This is an optimization exercise on Yosys and OpenROAD, whose aim is small area, a short achievable clock period and few clock cycles per item, not a production implementation. In this exercise RTL edits were held to simulation tests only and were not proved equivalent to the original. No driver is modelled on the clock port, so clocking that relies on it looks cheaper here than on a real chip. No activity file was given, so power comes from the tool's default toggle rates.

## flow/design.v (module list and top-level ports; edited modules follow where they fit)
// module wsio_scaler: 950 lines
module wsio_scaler (
    input  wire        clk,
    input  wire        rst,         
    input  wire        in_valid,
    output wire        in_ready,
    input  wire        in_op,       
    input  wire [63:0] in_data,
    output wire        out_valid,
    input  wire        out_ready,
    output wire [63:0] out_data,
    output wire        out_err
);
  // ...
==> flow/flow/run.sh <==
#!/bin/bash
# The standard layout (standard.sh) with plain buf_1 port buffers, a setup-repair target of
# 5 ns of slack, and, after clock tree synthesis, flow/skew.tcl, which delays the clock of the
# output registers. Each tool's full output goes to standard.log.
set -euo pipefail
export POST_CTS_TCL=$(pwd)/flow/skew.tcl
export SKEW_DLY_CELL=sky130_fd_sc_hd__clkdlybuf4s50_1
bash standard.sh 'BUFFER_PORTS_ARGS=-buffer_cell sky130_fd_sc_hd__buf_1' SETUP_SLACK_MARGIN=5.4 finish > standard.log 2>&1
==> flow/flow/skew.tcl <==
# Post-CTS step: delay the clock of the output registers (o_data, o_e*, o_err) by a chain
# of a delay cell and a clock buffer per leaf clock net. Only the paths into these registers
# (from the stage-1 register inside the design) gain time; the paths from them to the output
# ports lose it.
set block [ord::get_db_block]
set dly_master [[ord::get_db] findMaster $::env(SKEW_DLY_CELL)]
set buf_master [[ord::get_db] findMaster sky130_fd_sc_hd__clkbuf_8]
set max_group 10
set groups [dict create]
foreach inst [$block getInsts] {
  set name [$inst getName]
  if {![regexp {^o_(data|e10|e9|e4|err)} $name]} { continue }
  set ck [$inst findITerm CLK]
  if {$ck eq "NULL" || $ck eq ""} { continue }
  set net [$ck getNet]
  dict lappend groups [$net getName] $inst
}
set k 0
set chunks {}
foreach netname [dict keys $groups] {
  set all [dict get $groups $netname]
  # split a leaf's registers into groups of at most max_group, by x position
  set all [lsort -command {apply {{a b} {expr {[[$a getBBox] xMin] - [[$b getBBox] xMin]}}}} $all]
  set n [llength $all]
  set parts [expr {($n + $max_group - 1) / $max_group}]
  set per [expr {($n + $parts - 1) / $parts}]
  for {set i 0} {$i < $n} {incr i $per} {
    lappend chunks [list $netname [lrange $all $i [expr {$i + $per - 1}]]]
  }
}
foreach chunk $chunks {
  set netname [lindex $chunk 0]
  set net [$block findNet $netname]
  set insts [lindex $chunk 1]
  set sx 0; set sy 0
  foreach inst $insts {
    set b [$inst getBBox]
    set sx [expr {$sx + [$b xMin]}]; set sy [expr {$sy + [$b yMin]}]
  }
  set n [llength $insts]
  set cx [expr {$sx / $n}]; set cy [expr {$sy / $n}]
  set n1 [odb::dbNet_create $block "skew_net_a_$k"]
  set n2 [odb::dbNet_create $block "skew_net_b_$k"]
  $n1 setSigType CLOCK
  $n2 setSigType CLOCK
  set d [odb::dbInst_create $block $dly_master "skew_dly_$k"]
  set bb [odb::dbInst_create $block $buf_master "skew_buf_$k"]
  [$d findITerm A] connect $net
  [$d findITerm X] connect $n1
  [$bb findITerm A] connect $n1
  [$bb findITerm X] connect $n2
  foreach inst $insts {
    set ck [$inst findITerm CLK]
    $ck disconnect
    $ck connect $n2
  }
  $d setLocation $cx $cy
  $d setPlacementStatus PLACED
  $bb setLocation $cx $cy
  $bb setPlacementStatus PLACED
  puts "skew: net $netname, $n registers, delay cell skew_dly_$k"
  incr k
}
detailed_placement
estimate_parasitics -placement
report_clock_skew
==> flow/standard.sh <==
#!/bin/bash
# synth_recipe.tcl (not shown) runs the flow's synth.tcl, then flattens the netlist and writes it again
# the make line also repeats each setting of config.mk as NAME=value (left out here)
make -C /OpenROAD-flow-scripts/flow DESIGN_CONFIG=/design/flow/config.mk WORK_HOME=/design/flow/orfs CLKGATE_MAP_FILE= SYNTH_SCRIPT=/design/flow/synth_recipe.tcl "${@:-finish}"
==> flow/config.mk <==
export PLATFORM = sky130hd
export DESIGN_NAME = wsio_scaler
export DESIGN_NICKNAME = wsio_scaler
export VERILOG_FILES = /design/flow/design.v
export SDC_FILE = /design/flow/constraint.sdc
export NUM_CORES = 4
export LEC_CHECK = 0
export ABC_AREA = 1
export CAP_MARGIN = 20
export CORE_MARGIN = 2
export CORE_UTILIZATION = 60
export CTS_BUF_LIST = sky130_fd_sc_hd__clkbuf_4 sky130_fd_sc_hd__clkbuf_8
export CTS_CLUSTER_SIZE = 30
export SETUP_SLACK_MARGIN = 5
export SLEW_MARGIN = 20
==> flow/constraint.sdc <==
create_clock -name core_clock -period 10.0 [get_ports {clk}]
set_input_delay 2.0000 -clock core_clock [delete_from_list [all_inputs] [get_ports {clk}]]
set_output_delay 2.0000 -clock core_clock [all_outputs]
set_load 0.01 [all_outputs]
==> out/results.tsv, run 1 <==
metric	value	unit
post-place-cells	2622	
cp_max_fo	5	
pg_comb	6.11	mW
multi_input_cells	1609	
r2r-start	a_d[18]	
synthMuxAreaShare	0.001188	
whs	0.09974	ns
finalNetCount	2825	
largest-register	o_data	
dieArea	29440	sq um
clock-sinks	104	
seq_cell_count	104	
rsz0062_at_grt	yes	
status	timing/DRC/antenna clean	
synth_top_cell_area_share	0.2210	
gr-usage-all-layers	0.3543	
tightest_slew	0.8109	ns
avgSynthCellArea	7.806	sq um
p_per_area	372.6	nW/um^2
worst_setup_path_start_kind	primary input	
syn-cell-area	16850	sq um
power.share.clock	0.060	
wirelength	52610	microns
finalCritPeriodShare	0.4579	
synth-main-ff-cell	edfxtp_1	
power	7.441	mW
synth_top_cells_by_count	442 x nand2_1, 385 x inv_1, 216 x nand3_1	
holdPathStages	1	
final_common_cell	nand2_1	
core	27710	sq um
power-top-group	combinational logic	
largest_class	multi-input gates	
Testbench counts, summed over its fixed seeds: cycles 4,008, items 4,000.
==> inputs of run 2 (changes only) <==
--- a/flow/flow/run.sh
+++ b/flow/flow/run.sh
@@ -7,2 +7,2 @@
 export SKEW_DLY_CELL=sky130_fd_sc_hd__clkdlybuf4s50_1
-bash standard.sh 'BUFFER_PORTS_ARGS=-buffer_cell sky130_fd_sc_hd__buf_1' SETUP_SLACK_MARGIN=5.4 finish > standard.log 2>&1
+bash standard.sh 'BUFFER_PORTS_ARGS=-buffer_cell sky130_fd_sc_hd__buf_1' SETUP_SLACK_MARGIN=5.6 finish > standard.log 2>&1
==> run 2 against run 1 <==
Sequential power decreased by 2%. Setup slack got worse by 0.081 ns. Final cell count increased by 2.0%. First-iteration DRC count decreased by 4.8%. Still clean on timing, DRC and antenna.
==> out/results.tsv, run 2 <==
metric	value	unit	change
combinationalPowerShare	0.840		
top_regs	o_data x52, a_d x42, o_e4 x5		
hold_viol	0		
wirelength	54560	microns	+3.7%
cp_max_fo	4		-1
drtIter0Drc	1317		
p_sw	4.356	mW	
switching_share	0.5227		
drc	0		
tns	0	ns	
rsz0062_at_grt	yes		
r2r-start	a_d[17]		
cpMaxStageDelayCell	fa_1		
dr.max_layer_used	met4		
crit_chain	buf_2, fa_1, ha_4, nand2_4, nor2_4, nand4_1, nor4_4, nand4_1, nand3_4, nand3_2, nand2_2, nand2_2, nand2_4, nor2_4, buf_4, o21ai_2, nand2_1		
p_leak	10.01	nW	
hp-class	register to register		
largest-register	o_data		
routedWlPerCell	19.37	microns	
power.share.clock	0.056		-0.004
std_cell_rows	61		
tightest_slew	0.8217	ns	+0.01086 ns
finalCritPeriodShare	0.4660		+0.008101
grt_max_degree	62		
vdd_ir_drop_max	0.0005059	V	
crit_required	10.17	ns	
synthesis.nets	2605		
wl_met3	3617	microns	
dr.pass1.iters	7		
p_per_area	393.9	nW/um^2	+5.7%
setup_viol	0		
dr_total_vias	16570		
maxCapViolCount	0		
dieArea	29440	sq um	unchanged
finalNetCount	2879		+1.9%
slowest_delay	0.56	ns	
path_buf_inv	2		
status	timing/DRC/antenna clean		
ys_ff_latch	104		
ys_warn_count	1		
die_w	171.6	microns	
cts_tree	built		
largest_reg_flops	52		
avgSynthCellArea	7.806	sq um	unchanged
path_delay_family	simple AND/OR/NAND/NOR gates		
synth_most_common_cell	nand2_1		
synth_area_leaders	fa_1 22%, edfxtp_1 18%, ha_1 14%		
numPortBuffers	134		
slew_violations	0		
synth_top_area_cell	fa_1		
synth_top_cell_area_share	0.2210		unchanged
crit_arrival	4.83	ns	
fin_crit	4.660	ns	
fin_skew	0.6674	ns	
async_reset_ff_frac	0		
dp_hpwl	39050	microns	
synth_edf_count	102		
endpoint_kind	register		
grt_overflow	0		
clkSlewWorstSetupHoldPaths	0.11	ns	
dr_wl_met2	27400	microns	
hold_path_startpoint	a_d[2]		
routedLengthMet1	19840	microns	
max_freq	214.6	MHz	
antenna_found_initial	0		
synth_top_cells_by_count	442 x nand2_1, 385 x inv_1, 216 x nand3_1		
viasPerCell	5.884		
gr-usage-all-layers	0.3629		+0.008631
dp_slack	3.243	ns	
core	27710	sq um	unchanged
crit_type	primary input to register		
first_global_vias	16133		
drive_gt1_frac	0.2244		
grt_pass1_wl	81910	microns	
fin_area	21160	sq um	
max_slew_margin	0.4522		
clock-sinks	104		unchanged
p_int	3.977	mW	
worst_setup_path_start_kind	primary input		
final_common_cell	nand2_1		
die_h	171.6	microns	
clk_latency	1.05	ns	
synth-main-ff-cell	edfxtp_1		
antennaDiodeCount	0		
crit_start	in_data[31]		
place_area	17730	sq um	
syn-cell-area	16850	sq um	unchanged
mostFrequentLayoutCells	390 x nand2_1, 325 x inv_1, 170 x nand3_1		
synth.distinct_cells	49		
io_pins	136		
p_seq_frac	0.104		
start_util	0.6083		
ant_nets	0		
timing.final.ws_setup	5.340	ns	
area_growth	25.54	%	
synthCells	2159		
seq_area_frac_synth	0.1841		
place.gp.congestion	0.9797		
-- run 2: cell counts after synthesis --
No cell type changed its count.
-- run 2: path summary, 6_finish.rpt --
kind	end	slack, ns	cells past startpoint
setup / recovery	a_d[17]	5.34	17
hold reg to reg	o_e4[2]	0.29	3
setup reg to reg	o_data[48]	5.88	24
hold / removal	o_e4[2]	0.29	3
-- run 2: per-layer routing --
layer	vias to the layer above	global-route usage
met1	7884	0.4172
met5	-	0
met2	798	0.6496
li1	7626	-
met3	262	0.05315
met4	0	0.1975
-- run 2: area by class of cell, without the clock buffers --
class | instances | area [sq um]
plain buffers | 18 | 214.0
clock inverters | 7 | 86.33
fillers | 2047 | 6549
inverters | 396 | 1637
multi-input cells | 1612 | 13420
flip-flops and latches | 104 | 3103
well taps | 378 | 473.0
repair buffers | 290 | 2083
repair inverters | 2 | 17.52
-- run 2: per-stage QoR --
stage / utilization / total power, mW / hold WS [ns] / std cells
6_report: 0.7636 / 8.333 / 0.2877 / 2816
5_1_grt: 0.7636 / 9.163 / 0.3124 / 2816
3_5_place_dp: 0.6398 / 6.313 / 0.4761 / 2620
3_3_place_gp: 0.6398 / 6.191 / 0.4685 / 2620
2_1_floorplan: - / 5.042 / 0.4592 / 2159
-- run 2: tightest hold or removal path, cell delays in order (launching register included) --
cell and delay (ns):
edfxtp_1 0.56, nor2_1 0.15, o21ai_0 0.07, inv_1 0.05
-- run 2: kinds of logic (layout without fill, tap and decap cells) --
kind of cell / after synthesis / after routing / synth area share
DFF: 104 / 104 / 0.1841
buffers and inverters: 452 / 722 / 0.1053
xor gates and xnor gates: 37 / 37 / 0.01923
muxes: 2 / 2 / 0.001188
and+or+nand+nor: 882 / 890 / 0.2258
AOI/OAI and AO/OA: 304 / 305 / 0.1014
adders and majority gates: 377 / 377 / 0.3628
other: 1 / 1 / 0.0002225
-- run 2: power groups by stage --
stage	sequential, mW	combinational (mW)	clock [mW]
floorplan	0.929	4.11	0
detailed placement	0.932	5.38	0
global route	0.886	7.79	0.488
finish	0.867	7.00	0.466
global placement	0.928	5.26	0
==> inputs of run 3 (changes only) <==
--- a/flow/flow/run.sh
+++ b/flow/flow/run.sh
@@ -7,2 +7,2 @@
 export SKEW_DLY_CELL=sky130_fd_sc_hd__clkdlybuf4s50_1
-bash standard.sh 'BUFFER_PORTS_ARGS=-buffer_cell sky130_fd_sc_hd__buf_1' SETUP_SLACK_MARGIN=5.6 finish > standard.log 2>&1
+bash standard.sh 'BUFFER_PORTS_ARGS=-buffer_cell sky130_fd_sc_hd__buf_1' SETUP_SLACK_MARGIN=5 finish > standard.log 2>&1
==> run 3 against run 2 <==
Clock skew grew 0.018 ns. Still clean. Register-to-register slack lost 0.44 ns. Synthesized cell count unchanged. Via count fell by 6.9%. Highest routed layer unchanged. Power decreased by 19%. Global-route usage shrank 2.8 points. Clock power decreased by 6.2%. Sequential cell count stayed put. Critical path depth stayed put. Routed wire length decreased by 11%. Largest cell class unchanged. Largest power group unchanged.
==> out/results.tsv, run 3 <==
metric	value	unit	change
status	timing/DRC/antenna clean		
worst_setup_path_start_kind	primary input		
async_reset_ff_frac	0		unchanged
p_int	3.092	mW	-22%
synth.distinct_cells	49		unchanged
routedWlPerCell	17.99	microns	-7.1%
numPortBuffers	134		unchanged
io_pins	136		unchanged
crit_type	primary input to register		
max_slew_margin	0.4721		+0.01995
combinationalPowerShare	0.804		-0.036
hold_viol	0		unchanged
fin_area	18660	sq um	-12%
busiest_layer	met2		
synthesis.nets	2605		unchanged
die_h	171.6	microns	unchanged
first_global_vias	14887		-7.7%
gr-usage-all-layers	0.3353		-0.02767
place_area	17590	sq um	-0.75%
max_freq	205.3	MHz	-4.3%
avgSynthCellArea	7.806	sq um	unchanged
tightest_slew	0.7918	ns	-0.02993 ns
synth_top_cells_by_count	442 x nand2_1, 385 x inv_1, 216 x nand3_1		
final-seq-area	3103	sq um	unchanged
final_common_cell	nand2_1		
synth_most_common_cell	nand2_1		
met1_usage	0.4121		-0.005053
syn-cell-area	16850	sq um	unchanged
ys_ff_latch	104		unchanged
fin_skew	0.6854	ns	+0.01798 ns
std_cell_rows	61		unchanged
p_sw	3.693	mW	-15%
ant_nets	0		unchanged
area_growth	10.72	%	
clkSlewWorstSetupHoldPaths	0.11	ns	about the same
viasPerCell	5.708		-3.0%
finalCritPeriodShare	0.4872		+0.02116
dp_hpwl	38870	microns	-0.48%
synth-main-ff-cell	edfxtp_1		
ys_warn_count	1		unchanged
synth_edf_count	102		unchanged
die_w	171.6	microns	unchanged
place.gp.congestion	0.9770		-0.28%
dieArea	29440	sq um	unchanged
core	27710	sq um	unchanged
cp_max_fo	6		+2
finalNetCount	2766		-3.9%
seq_area_frac_synth	0.1841		unchanged
multi_input_area	12220	sq um	-8.9%
mostFrequentLayoutCells	437 x nand2_1, 372 x inv_1, 212 x nand3_1		
antenna_found_initial	0		unchanged
synth_top_cell_area_share	0.2210		unchanged
wirelength	48640	microns	-11%
grt_pass1_wl	76140	microns	-7.0%
dr.pass1.iters	5		-2
grt_max_degree	62		unchanged
fin_crit	4.872	ns	+0.2116 ns
power.share.clock	0.064		+0.008
endpoint_kind	register		
utilization	0.6735		-0.09014
slew_violations	0		unchanged
p_leak	9.171	nW	-8.4%
dr_total_vias	15428		-6.9%
p_per_area	363.6	nW/um^2	-7.7%
hp-class	register to register		
antennaDiodeCount	0		unchanged
cts_tree	built		
setup_viol	0		unchanged
fill_cells	2432		+19%
maxCapViolCount	0		unchanged
synthCells	2159		unchanged
clk_latency	1.07	ns	+0.02 ns
grt_use_met2	0.5855		-0.06408
synth_top_area_cell	fa_1		
tns	0	ns	unchanged
crit_required	10.19	ns	+0.02 ns
top_regs	o_data x52, a_d x42, o_e4 x5		
switching_share	0.5442		+0.02150
grt_use_met3	0.05200		-0.001150
crit_arrival	5.06	ns	+0.23 ns
clock-sinks	104		unchanged
drive_gt1_frac	0.07441		-0.1500
grt_overflow	0		unchanged
rsz0062_at_grt	yes		
vdd_ir_drop_max	0.0004136	V	-18%
drc	0		unchanged
drtIter0Drc	1150		-13%
start_util	0.6083		unchanged
largest_reg_flops	52		unchanged
p_seq_frac	0.132		+0.028
largest-register	o_data		
synth_area_leaders	fa_1 22%, edfxtp_1 18%, ha_1 14%		
[run 3: cell count changes in the layout (fill, tap and decap cells not counted), moves of 28 or more]
cell     before  now
inv_2        36    8
nand2_1     390  437
nand3_2      40    5
nand3_1     170  212
buf_4       129   51
inv_1       325  372
nand2_2      43    4
buf_6        39    0
[run 3: worst paths after layout]
path	startpoint	end	slack [ns]	cells past startpoint
worst max-delay path	in_data[30]	a_d[21]	5.13	17
worst min-delay path	a_d[41]	o_data[35]	0.27	2
worst max register to register	a_d[18]	o_data[48]	5.44	21
worst min register to register	a_d[41]	o_data[35]	0.27	2
[run 3: metrics by stage]
stage	hold slack, ns	power [mW]	setup WS, ns	std cells
6_report	0.2729	6.785	5.128	2703
5_1_grt	0.3169	7.660	4.975	2703
3_5_place_dp	0.4600	6.165	3.256	2621
3_3_place_gp	0.4495	6.080	3.376	2621
2_1_floorplan	0.4363	4.920	5.251	2159
[run 3: layout make-up, without the clock buffers]
cell class / instances / share of cell area
buffer: 18 / 0.01147
clock inverter: 6 / 0.002615
inverter: 396 / 0.08261
multi-input combinational: 1606 / 0.6549
sequential: 104 / 0.1663
tap: 378 / 0.02535
timing repair buffer: 185 / 0.04969
[run 3: worst max-delay path, stage by stage]
cell      delay, ns
buf_1          0.16
inv_1          0.11
fa_1           0.51
ha_4           0.18
fa_1           0.40
a21oi_1        0.15
a31oi_1        0.14
a211oi_2       0.29
nand3_2        0.19
nand3_1        0.11
nand2_1        0.08
nand2_1        0.10
nand2_1        0.10
nor2_4         0.13
nand4_1        0.18
nand2_2        0.15
nand2_1        0.07
[run 3: per-layer routing]
layer  part of all wire  vias up
li1                   -     7372
met1               0.39     7331
met2               0.50      591
met3              0.059      134
met4              0.042        0
met5                  0        -
[run 3: power by group through the flow]
stage	clock (mW)	sequential [mW]	combinational (mW)
after detailed placement	0	0.930	5.24
after floorplan	0	0.928	3.99
final	0.437	0.896	5.45
after global placement	0	0.927	5.15
after global routing	0.461	0.915	6.28
[run 3: logic make-up (layout without fill, tap and decap cells)]
kind of cell | after synthesis | after routing | share of synthesized area
other cells | 1 | 1 | 0.0002225
flops | 104 | 104 | 0.1841
compound gates | 304 | 304 | 0.1014
buf+inv | 452 | 615 | 0.1053
xor+xnor | 37 | 37 | 0.01923
mux | 2 | 2 | 0.001188
simple gates | 882 | 885 | 0.2258
fa+ha+maj | 377 | 377 | 0.3628
==> inputs of run 4 (changes only) <==
--- a/flow/flow/run.sh
+++ b/flow/flow/run.sh
@@ -7,2 +7,2 @@
 export SKEW_DLY_CELL=sky130_fd_sc_hd__clkdlybuf4s50_1
-bash standard.sh 'BUFFER_PORTS_ARGS=-buffer_cell sky130_fd_sc_hd__buf_1' SETUP_SLACK_MARGIN=5 finish > standard.log 2>&1
+bash standard.sh 'BUFFER_PORTS_ARGS=-buffer_cell sky130_fd_sc_hd__buf_1' SETUP_SLACK_MARGIN=5.2 finish > standard.log 2>&1
==> run 4 against run 3 <==
Still clean on timing, DRC and antenna. Combinational power increased by 7.0%. Final cell count rose by 0.92%. Worst hold slack better by 0.029 ns. Utilization grew 1.6 points. Largest power group unchanged. Routed wire length grew 2.3%. Power increased by 5.3%. Critical endpoint is now in_ready. Highest routed layer unchanged. Largest cell class unchanged. First-iteration DRC count is 6.7% higher. Synthesized area did not move. Maximum frequency is 2.9% higher.
==> out/results.tsv, run 4 <==
metric	value	unit	change
status	timing/DRC/antenna clean		
synth_xor_area_frac	0.01923		unchanged
synthCells	2159		unchanged
place.gp.congestion	0.9770		unchanged
grt_overflow	0		unchanged
syn-cell-area	16850	sq um	unchanged
synthAdderAreaFrac	0.3628		unchanged
synth_edf_count	102		unchanged
synth_most_common_cell	nand2_1		
numPortBuffers	134		unchanged
final_common_cell	nand2_1		
utilization	0.6897		+0.01626
seq_area_frac_synth	0.1841		unchanged
drtIter0Drc	1227		+6.7%
whs	0.3017	ns	+0.02877 ns
path_common_cell	buf_1		
area_growth	13.39	%	
maxCapViolCount	0		unchanged
antenna_found_initial	0		unchanged
synth-main-ff-cell	edfxtp_1		
cpMaxStageDelayCell	inv_1		
setup_viol	0		unchanged
std_cell_rows	61		unchanged
wirelength	49760	microns	+2.3%
synthesis.nets	2605		unchanged
ys_ff_latch	104		unchanged
synth.distinct_cells	49		unchanged
hold_viol	0		unchanged
worst_setup_path_start_kind	primary input		
synthMuxAreaShare	0.001188		unchanged
rsz0062_at_grt	no		
core	27710	sq um	unchanged
p_leak	9.347	nW	+1.9%
viasPerCell	5.753		+0.79%
slowest_delay	0.23	ns	-0.28 ns
crit_required	8.00	ns	-2.19 ns
drc	0		unchanged
clk_latency	1.04	ns	-0.03 ns
largest_reg_flops	52		unchanged
synth_top_family_by_area	adder cells		
clkSlewWorstSetupHoldPaths	0.08	ns	-0.03 ns
crit_chain	buf_1, inv_1, nand3_4, buf_1		
max_slew_margin	0.4767		+0.004597
ant_nets	0		unchanged
p_per_area	374.0	nW/um^2	+2.9%
start_util	0.6083		unchanged
mostFrequentLayoutCells	433 x nand2_1, 361 x inv_1, 207 x nand3_1		
drive_gt1_frac	0.1094		+0.03495
largest-register	o_data		
antennaDiodeCount	0		unchanged
crit_type	primary input to primary output		
grt_max_degree	62		unchanged
crit_arrival	2.73	ns	-2.33 ns
path_buf_inv	3		+1
avgSynthCellArea	7.806	sq um	unchanged
finalNetCount	2791		+0.90%
yosys.area_share.simple	0.2258		unchanged
timing.final.ws_setup	5.268	ns	+0.1395 ns
io_pins	136		unchanged
cp_max_fo	11		+5
grt_pass1_wl	77730	microns	+2.1%
synth_compound_area_frac	0.1014		unchanged
gr-usage-all-layers	0.3428		+0.007578
fin_crit	4.732	ns	-0.1395 ns
clock-sinks	104		unchanged
slew_violations	0		unchanged
dp_hpwl	38870	microns	unchanged
dieArea	29440	sq um	unchanged
synth_area_leaders	fa_1 22%, edfxtp_1 18%, ha_1 14%		
fin_skew	0.6590	ns	-0.02645 ns
synth_top_cells_by_count	442 x nand2_1, 385 x inv_1, 216 x nand3_1		
hp-class	register to register		
routedWlPerCell	18.24	microns	+1.4%
post-place-cells	2621		unchanged
dr.pass1.iters	7		+2
tightest_slew	0.7849	ns	-0.006894 ns
layout.cells.non_filler	2728		+0.92%
finalCritPeriodShare	0.4732		-0.01395
endpoint_kind	primary output		
async_reset_ff_frac	0		unchanged
vdd_ir_drop_max	0.0004353	V	+5.2%
synth_top_area_cell	fa_1		
top_regs	o_data x52, a_d x42, o_e4 x5		
ys_warn_count	1		unchanged
fill_cells	2390		-1.7%
dr_total_vias	15694		+1.7%
die_h	171.6	microns	unchanged
dp_slack	3.256	ns	unchanged
die_w	171.6	microns	unchanged
first_global_vias	15128		+1.6%
cts_tree	built		
tns	0	ns	unchanged
path_delay_family	buffers and inverters		
max_freq	211.3	MHz	+2.9%
synth_top_cell_area_share	0.2210		unchanged
-- run 4: worst register-to-register path: cells and delay by family (launching register included) --
kind,cells,cell delay [ns]
flops,1,0.47
compound gates,2,0.41
simple gates,7,1.16
fa+ha+maj,5,2.02
buf+inv,5,0.62
-- run 4: power breakdown --
part	switching, mW	internal [mW]
Sequential	0.115	0.773
Clock	0.197	0.236
Combinational	3.51	2.31
Total	3.82	3.32
-- run 4: layer usage --
metal	vias to the layer above	track usage	part of all wire
met1	7402	0.4168	0.38
met4	0	0.1536	0.050
met3	180	0.05315	0.068
met5	-	0	0
li1	7415	-	-
met2	697	0.6003	0.50
-- run 4: worst paths after layout --
kind | from | to | slack, ns | cells past startpoint
setup / recovery | out_ready | in_ready | 5.27 | 4
hold / removal | a_d[2] | o_e4[2] | 0.30 | 3
setup reg to reg | a_d[40] | o_data[48] | 5.68 | 19
hold reg to reg | a_d[2] | o_e4[2] | 0.30 | 3
-- run 4: final cells by class, without the clock buffers --
class | count | area (sq um) | area share
plain buffers | 18 | 214.0 | 0.01120
inverters | 396 | 1554 | 0.08132
multi-input cells | 1610 | 12410 | 0.6492
repair buffers | 206 | 1179 | 0.06168
flip-flops and latches | 104 | 3103 | 0.1624
well taps | 378 | 473.0 | 0.02475
clock inverters | 6 | 48.80 | 0.002554
-- run 4: metrics by stage --
stage | power (mW) | area (sq um)
final | 7.148 | 19110
after global routing | 8.033 | 19110
after detailed placement | 6.165 | 17590
after global placement | 6.080 | 17590
after floorplan | 4.920 | 16860
-- run 4: logic make-up (layout without fill, tap and decap cells) --
group | count (synthesis) | in the layout
AND/OR/NAND/NOR | 882 | 888
buffers and inverters | 452 | 636
adder cells (fa/ha/maj) | 377 | 377
AO/OA/AOI/OAI | 304 | 305
flip-flops | 104 | 104
XOR/XNOR | 37 | 37
multiplexers | 2 | 2
other | 1 | 1

afterwards: timing with drivers on the ports:
No port has a modelled driver above. Below, the same layouts with a new extraction and two added sets of constraints. Step 1 sets driving cells, clkbuf_16 on the clock port and buf_2 on the other inputs (assumed; they add their load-dependent delay and slew). Step 2, shift: input delay + t, output delay - t, t = (earliest + latest rising clock arrival at the registers) / 2. This alone moves slack from input paths to output paths. Three values: ideal, step 1, step 2; two values: the first two.
run	t (ns)	slack for setup (ns)	worst setup path after step 2	latest minus earliest clock arrival (ns)	worst slew at a driven data input, ns
run 1	0.748	5.421 / 5.442 / 4.694	input to register	0.655 / 0.656	0.06
run 2	0.766	5.340 / 5.367 / 4.601	input to register	0.667 / 0.668	0.07
run 3	0.770	5.128 / 5.149 / 4.379	input to register	0.686 / 0.685	0.05
run 4	0.753	5.268 / 5.248 / 4.573	input to register	0.659 / 0.659	0.05
Clock arrivals are far apart in every run listed, so t is only a midpoint there and step 2 fits no single register. The setup slack of run 3, which loses most, moves by +0.021 ns with the drivers and by -0.749 ns with both steps.
